Background: an optimization exercise with open tools, aiming at small area, a short achievable clock period and few clock cycles per item. Do not read the settings as production practice. Function not checked in this run: the RTL went through the layout flow alone. Power figures rest on the tool's default switching activity, not on a simulated workload.

==> flow/design.v <==
module smolbit_capture (
    input  wire        clk,
    input  wire        rst,
    input  wire        start,
    output wire        ready,
    input  wire [17:0] start_pc,
    input  wire [17:0] frame_end,
    output reg         done,
    output reg         fault,
    output wire [17:0] body_end,
    output wire [17:0] next_pc,
    output wire        mem_req,
    output wire [12:0] mem_addr,
    input  wire        mem_rvalid,
    input  wire [31:0] mem_rdata
);
    localparam [1:0] M_INSN = 2'd0, M_DPMH = 2'd1, M_DPML = 2'd2, M_INIT = 2'd3;
    reg        busy;
    reg [1:0]  mode;
    reg [17:0] pc;
    reg [17:0] rem;          
    reg [14:0] dm1;          
    reg [6:0]  nhi;          
    reg [31:0] w0, w1;       
    reg        v0, v1;
    reg        out;          
    reg        oslot;        
    reg        ostale;       
    assign ready    = ~busy;
    assign next_pc  = pc;
    assign body_end = pc - 18'd3;
    wire [12:0] pw = pc[17:5];
    wire [4:0]  po = pc[4:0];
    wire [38:0] win = {w0, w1[31:25]} << po;
    wire [7:0]  b   = win[38:31];
    reg [18:0] len;
    reg [3:0]  need;
    reg        opener, closer;
    reg [1:0]  nmode;
    always @(*) begin
        len = 19'd3; need = 4'd3; opener = 1'b0; closer = 1'b0; nmode = M_INSN;
        case (mode)
        M_INIT: len = {1'b0, pc};
        M_DPMH: begin len = b[7] ? 19'h40000 : 19'd8; need = 4'd8; nmode = M_DPML; end
        M_DPML: begin len = {1'b0, nhi, b, 3'b000} + 19'd8; need = 4'd8; end
        default:
            case (b[7:5])
            3'd0: ;
            3'd1: len = 19'd10;
            3'd2: len = 19'd6;
            3'd3: begin
                need = 4'd6;
                if (b[4:2] == 3'd5) begin
                    need = 4'd8;
                    len = 19'd20 + {14'd0, b[1:0], 3'b000};
                end else len = 19'd14;
            end
            3'd4: begin need = 4'd5; len = (b[4:3] == 2'd3) ? 19'd13 : 19'd9; end
            3'd5: begin
                need = 4'd6;
                case (b[4:2])
                3'd0, 3'd6: begin len = 19'd16; opener = 1'b1; end
                3'd1, 3'd2: begin len = 19'd10; opener = 1'b1; end
                3'd3, 3'd4: len = 19'd10;
                3'd5: begin need = 4'd7; len = b[1] ? 19'd15 : 19'd19; opener = 1'b1; end
                default: begin len = 19'd6; nmode = M_DPMH; end
                endcase
            end
            3'd6: closer = 1'b1;
            default: begin need = 4'd5; len = b[4] ? 19'd9 : 19'd5; end
            endcase
        endcase
    end
    wire [5:0]  need_end = {1'b0, po} + {2'b00, need};
    wire        init  = mode == M_INIT;
    wire        dv    = busy && v0 && (v1 || need_end <= 6'd32) && !init;
    wire [18:0] rdiff = {1'b0, rem} - len;
    wire        flt   = rdiff[18];
    wire        fin   = closer && dm1 == 15'd0;
    wire [18:0] osum  = {14'd0, po} + len;
    wire [13:0] adv   = osum[18:5];           
    wire        adv0  = adv == 14'd0;
    wire        adv1  = adv == 14'd1;
    wire        arr   = mem_rvalid && out && !ostale;
    wire        pend0 = out && !ostale && !oslot && !mem_rvalid;
    wire        pend1 = out && !ostale &&  oslot && !mem_rvalid;
    wire        want0 = !v0 && !(arr && !oslot) && !pend0;
    wire        want1 = !v1 && !(arr &&  oslot) && !pend1;
    wire        rslot = !want0;
    assign mem_req  = busy && (want0 || want1) && (!out || mem_rvalid);
    assign mem_addr = rslot ? pw + 13'd1 : pw;
    always @(posedge clk) begin
        done <= 1'b0;
        if (rst) begin
            busy <= 1'b0;
            out  <= 1'b0;
            v0   <= 1'b0;
            v1   <= 1'b0;
        end else if (!busy) begin
            if (mem_rvalid) out <= 1'b0;
            if (start) begin
                busy   <= 1'b1;
                mode   <= M_INIT;
                pc     <= start_pc;
                rem    <= frame_end;
                dm1    <= 15'd0;
                v0     <= 1'b0;
                v1     <= 1'b0;
                ostale <= 1'b1;
            end
        end else begin
            if (!dv || adv0) begin
                if (arr && !oslot) begin w0 <= mem_rdata; v0 <= 1'b1; end
                if (arr &&  oslot) begin w1 <= mem_rdata; v1 <= 1'b1; end
            end else if (adv1) begin
                if (arr && oslot) w0 <= mem_rdata; else w0 <= w1;
                v0 <= v1 || (arr && oslot);
                v1 <= 1'b0;
            end else begin
                v0 <= 1'b0;
                v1 <= 1'b0;
            end
            if (mem_req) begin
                out    <= 1'b1;
                oslot  <= rslot && (!dv || adv0);
                ostale <= dv && !adv0 && !(adv1 && rslot);
            end else if (mem_rvalid) begin
                out    <= 1'b0;
            end else if (dv && !adv0) begin
                oslot  <= 1'b0;
                ostale <= ostale || !(adv1 && oslot);
            end
            if (init) begin
                rem  <= rdiff[17:0];
                mode <= M_INSN;
                if (flt) begin
                    busy  <= 1'b0;
                    done  <= 1'b1;
                    fault <= 1'b1;
                end
            end
            if (dv) begin
                pc   <= {pw + adv[12:0], osum[4:0]};
                rem  <= rdiff[17:0];
                mode <= nmode;
                nhi  <= b[6:0];
                if (opener) dm1 <= dm1 + 15'd1;
                if (closer) dm1 <= dm1 - 15'd1;
                if (flt || fin) begin
                    busy  <= 1'b0;
                    done  <= 1'b1;
                    fault <= flt;
                end
            end
        end
    end
endmodule
==> flow/run.sh <==
#!/bin/bash
# synth_recipe.tcl (not shown) runs the flow's synth.tcl, then flattens the netlist and writes it again
# the make line also repeats each setting of config.mk as NAME=value (left out here)
make -C /OpenROAD-flow-scripts/flow DESIGN_CONFIG=/design/flow/config.mk WORK_HOME=/design/flow/orfs CLKGATE_MAP_FILE= SYNTH_SCRIPT=/design/flow/synth_recipe.tcl finish
==> flow/config.mk <==
export PLATFORM = sky130hd
export DESIGN_NAME = smolbit_capture
export DESIGN_NICKNAME = smolbit_capture
export VERILOG_FILES = /design/flow/design.v
export SDC_FILE = /design/flow/constraint.sdc
export NUM_CORES = 4
export LEC_CHECK = 0
export ABC_CLOCK_PERIOD_IN_PS = 3500
export CAP_MARGIN = 20
export CORE_MARGIN = 2
export CORE_UTILIZATION = 40
export SLEW_MARGIN = 20
==> flow/constraint.sdc <==
create_clock -name core_clock -period 7.0 [get_ports {clk}]
set_input_delay 1.4000 -clock core_clock [delete_from_list [all_inputs] [get_ports {clk}]]
set_output_delay 1.4000 -clock core_clock [all_outputs]
set_load 0.01 [all_outputs]
==> summary.txt <==
Status
The flow ran to the end and the layout has no timing, DRC or antenna violations.

Timing
Dividing the final minimum period by the clock period gives 93.6%. The clock period could shrink to roughly 6.6 ns. The setup skew after layout is 0.0120 ns. Setup repair after global routing left no endpoint under its margin. The number of slew-limit violations in the final report came to 0. The hold violation count in the final report came to 0.

The worst hold slack across all endpoints is 0.527 ns. For this run, the top clock speed supported by timing is roughly 150 MHz. After routing, the total negative slack on setup checks comes to 0 ns. The max-slew headroom at the worst pin is approximately 33%.

For the pin with the worst max-slew slack, the measured transition is about 1 ns. Setup violations remaining at the end of the flow were counted as 0.

Setup path
The count of cells along the worst register-to-register path is 23. The internal reg-to-reg setup slack is between 0.4 and 0.5 ns. For the worst setup path, the data required time is 7.22 ns. The data arrival at the endpoint of the critical path is between 6 and 7 ns. The worst setup path is launched from a flop. The worst setup path is of the reg -> reg kind. The maximum fanout encountered on the critical timing path is 36. The endpoint of the worst register-to-register path is w0[31].

STA classifies the critical path endpoint as a flop. In this run the critical register-to-register path is launched from pc[0].

Cells and area
For this run, the number of standard cells in the final layout without fillers is ~1,800. The net count reported at finish is 1,579. The most common cell after layout, fill and taps aside is nand2_1. The share of cells above drive strength 1 is a little over an eighth. The top cell types in the final layout, fill and taps aside, are nand2_1 (175), edfxtp_1 (127), nor2_1 (126). The filler cells instantiated in the layout total 2,795.

From synthesis to final layout, the design area changed by 19.2%. The repair_antennas step left the layout with diodes totalling 0.

Worst hold path
The depth of the worst hold-timing path is 2. The worst hold path terminates at out. In this run the worst hold path is classified as reg -> reg. The startpoint of the worst hold path is out.

Clock tree
The number of buffers added to fix hold violations after cts is 0. The H-tree was split into 4 levels. In this run the clock root is driven by a clkbuf_16.

At the later pin of the worst-skew pair, clock insertion delay measures between 0.4 and 0.5 ns. Clock tree synthesis inserted a total of 17 buffers. The clock-pin transition on the worst setup and hold timing paths is 0.06 ns. The clock sink total is between 100 and 150. The clock passes through at most 2 buffers. TritonCTS built the clock tree.

Job
The tool flagged a number of max-cap violations equal to 0.

Floorplanning
The boundary pin count is roughly 130. The core region is about 30,000 µm². Measured along the y axis, the die boundary spans about 180 µm. The initial cell density of the core is 40.3%.

The number of placement rows is between 60 and 70. In this run the horizontal extent of the chip is between 150 and 200 µm. The floorplan step defined a die boundary enclosing between 30,000 and 40,000 µm².

GRT
The first global-routing pass estimated 59,100 µm of wire. The number of global-route vias before repair is roughly 10,000. Global routing used 23.7% of the available tracks across all layers. The overall overflow remaining after global route is 0. The initial antenna violation count came to 0. Entering global routing, the biggest net connects 46 pins.

Yosys
Synthesis instantiated between 80 and 90 different standard cells from the library. The post-synth net total is approximately 1,500. The count of state elements after synthesis is between 100 and 150. In this run the cell area of the synthesized design comes to ~12,000 µm². For this run, the number of Yosys warnings is 1. The instance count of the mapped netlist is about 1,300. In the synthesized netlist the dominant register cell turns out to be edfxtp_1. After synthesis, flip-flops and latches occupy 32.0% of the total area. Dividing the synthesized area by the synthesized cell count gives between 9 and 10 µm². After synthesis, the share of flip-flops with an asynchronous set or reset is 0%.

Counting flops with a built-in enable in the synthesized netlist gives around 130.

Routing
In the routed layout, each cell is associated on average with a via count of around 6.1. Wires add up to around 38,000 µm. The count of nets left with antenna violations once routing finished came out at 0. The number of detailed-route iterations in the first pass is 5. The via count is ~11,000. After detailed routing, the number of remaining DRC violations is 0. The violation count after the first detailed-route iteration is roughly 1,100.

The post-detailed-route wirelength per cell is 20.7 µm.

Pwr
VDD sags by at most between 0.1 and 0.15 mV. Summed over all nets, the switching power comes to 0.000914 W. The share of total power in combinational logic is roughly 34%.

The cell area power density is 183 nW/µm². Summed over all cells, the static leakage comes to approximately 5.3 nW. Of the total power, registers draw between 30% and 40%. The design internal power is 0.00175 W.

In this run, the clock network consumes between 30% and 40% of the power. The proportion of total power due to net switching is between 30% and 40%.

Placement
The number of placed instances with taps included is 1,815. The congestion estimate from routability-driven global placement came to approximately 0.93. Detailed placement ended at an HPWL of 27,200 µm.

The number of buffer cells added on primary ports is between 100 and 150.
[state kept, by name, summed over array words and instances, names as in the netlist, 2 cells and up]
name  count
w0       32
w1       32
pc       18
rem      18
dm1      15
nhi       7
mode      2
[what timing repair did]
action,CTS,global route
setup buffers,0,2
endpoints found under the setup margin,0,3
resized for setup,0,16
endpoints found under the hold margin,0,0
[cell families (layout without fill, tap and decap cells)]
group / Yosys count / after routing / share of synthesized area (%)
AND/OR/NAND/NOR: 476 / 476 / 18.7
multiplexers: 80 / 80 / 10.8
XOR/XNOR: 72 / 72 / 5.16
adder cells (fa/ha/maj): 66 / 66 / 7.06
flip-flops: 132 / 132 / 32.0
AO/OA/AOI/OAI: 348 / 348 / 19.9
buffers and inverters: 163 / 279 / 6.40
[metal layers]
layer | vias to the layer above | global-route usage, % | wire (µm)
li1 | 5258 | - | -
met1 | 5471 | 35.3 | 17300
met3 | 31 | 3.37 | 2980
met5 | - | 0 | 0
met2 | 543 | 36.6 | 17600
met4 | 0 | 4.71 | 338
[power by group through the flow]
stage / Clock (W) / Combinational (W) / Sequential [W]
floorplan: 0 / 0.000604 / 0.000950
global placement: 0 / 0.000863 / 0.000967
detailed placement: 0 / 0.000866 / 0.000969
CTS: 0.000830 / 0.000871 / 0.000952
global route: 0.000856 / 0.000972 / 0.000957
finish: 0.000817 / 0.000892 / 0.000952
[through the flow]
step / total power [W] / setup slack [ns] / area (µm²) / utilization [%]
after global routing: 0.00278 / 0.00780 / 14600 / 48.0
after detailed placement: 0.00183 / 0.152 / 14000 / 46.0
after CTS: 0.00265 / 0.118 / 14500 / 47.7
final: 0.00266 / 0.448 / 14600 / 48.0
after floorplan: 0.00155 / 0.0573 / 12200 / -
after global placement: 0.00183 / 0.261 / 13900 / 45.9
[Yosys cell counts (5+ instances only)]
cell type / n / area (µm²)
buf_2: 7 / 35.0
a21boi_0: 10 / 75.1
nor3_1: 35 / 175
ha_1: 61 / 763
xnor2_1: 50 / 438
fa_1: 5 / 100
a21oi_1: 82 / 410
o221ai_1: 32 / 280
nand2_1: 175 / 657
clkbuf_1: 69 / 259
nand2b_1: 7 / 43.8
nor2b_1: 12 / 75.1
nand4_1: 10 / 62.6
or3_1: 16 / 100
o21ai_0: 53 / 265
nand3_1: 21 / 105
nor4_1: 12 / 75.1
edfxtp_1: 127 / 3810
mux2_2: 22 / 248
nor2_1: 126 / 473
mux2i_1: 10 / 100
inv_1: 60 / 225
dfxtp_1: 5 / 100
a32o_1: 6 / 60.1
mux2_1: 10 / 113
mux4_2: 38 / 856
o31ai_1: 7 / 52.6
a22oi_1: 13 / 97.6
o21a_1: 6 / 45.0
and3_1: 7 / 43.8
xor2_1: 22 / 193
o32ai_1: 35 / 307
or2_2: 8 / 50.1
a21o_1: 16 / 120
nand3b_1: 9 / 67.6
and2_1: 6 / 37.5
inv_2: 5 / 18.8
a31oi_1: 11 / 68.8
o22ai_1: 25 / 156
or4_1: 5 / 37.5
buf_6: 10 / 113
[worst max-delay path by stage]
| stage | endpoint | slack [ns] | cells after the start | from |
|---|---|---|---|---|
| finish | w0[31] | 0.45 | 23 | pc[0] |
| CTS | pc[17] | 0.12 | 31 | pc[0] |
| floorplan | pc[17] | 0.06 | 38 | pc[0] |
| global route | pc[17] | 0.008 | 32 | pc[0] |
| detailed placement | pc[17] | 0.15 | 31 | pc[0] |
| global placement | pc[17] | 0.26 | 31 | pc[0] |
[worst max-delay path, stage by stage (launching register included)]
cell	delay (ns)
edfxtp_1	0.43
buf_4	0.18
clkbuf_16	0.20
mux4_2	0.35
o22ai_1	0.12
nor4_4	0.38
nor3b_4	0.29
o21ai_0	0.10
o21ai_0	0.14
a22o_1	0.20
ha_1	0.17
inv_1	0.05
fa_1	0.39
nor2b_1	0.15
o21ai_0	0.09
nand2b_1	0.13
a21oi_2	0.10
or4_1	0.53
or4b_4	0.56
a2111oi_4	0.38
nor2_2	0.08
or4_1	0.62
buf_4	0.33
a21oi_1	0.32
[final cells by class]
cell class	instances	area [µm²]	share of cell area [%]
timing repair buffer	182	1780	12.2
tap	396	495	3.40
clock inverter	14	87.6	0.601
clock buffer	17	425	2.92
inverter	66	248	1.70
multi-input combinational	1042	7630	52.3
sequential	132	3920	26.9

[separate check: timing with driven ports]
In the flow no input, the clock included, has a driving cell. The finished layout below was timed again as built, in two steps. Step 1 (the two cells are an assumption about what drives the block):
set clk [get_ports {clk}]
set_driving_cell -lib_cell sky130_fd_sc_hd__clkbuf_16 $clk
set_driving_cell -lib_cell sky130_fd_sc_hd__buf_2 [delete_from_list [all_inputs] $clk]
Step 2, shift: input delay + t, output delay - t, t = (earliest + latest rising clock arrival at the registers) / 2. This alone moves slack from input paths to output paths. a / b / c = no drivers / after step 1 / after step 2; a / b = the first two.
shift t [ns]: 0.470
setup slack, ns: 0.448 / 0.448 / 0.448
hold slack, ns: 0.527 / 0.527 / 0.527
cell pins on the clock port's net: 1
After both steps this run still meets setup and hold. For this run, drivers alone change the setup slack by 0.000 ns; drivers and shift together by 0.000 ns.
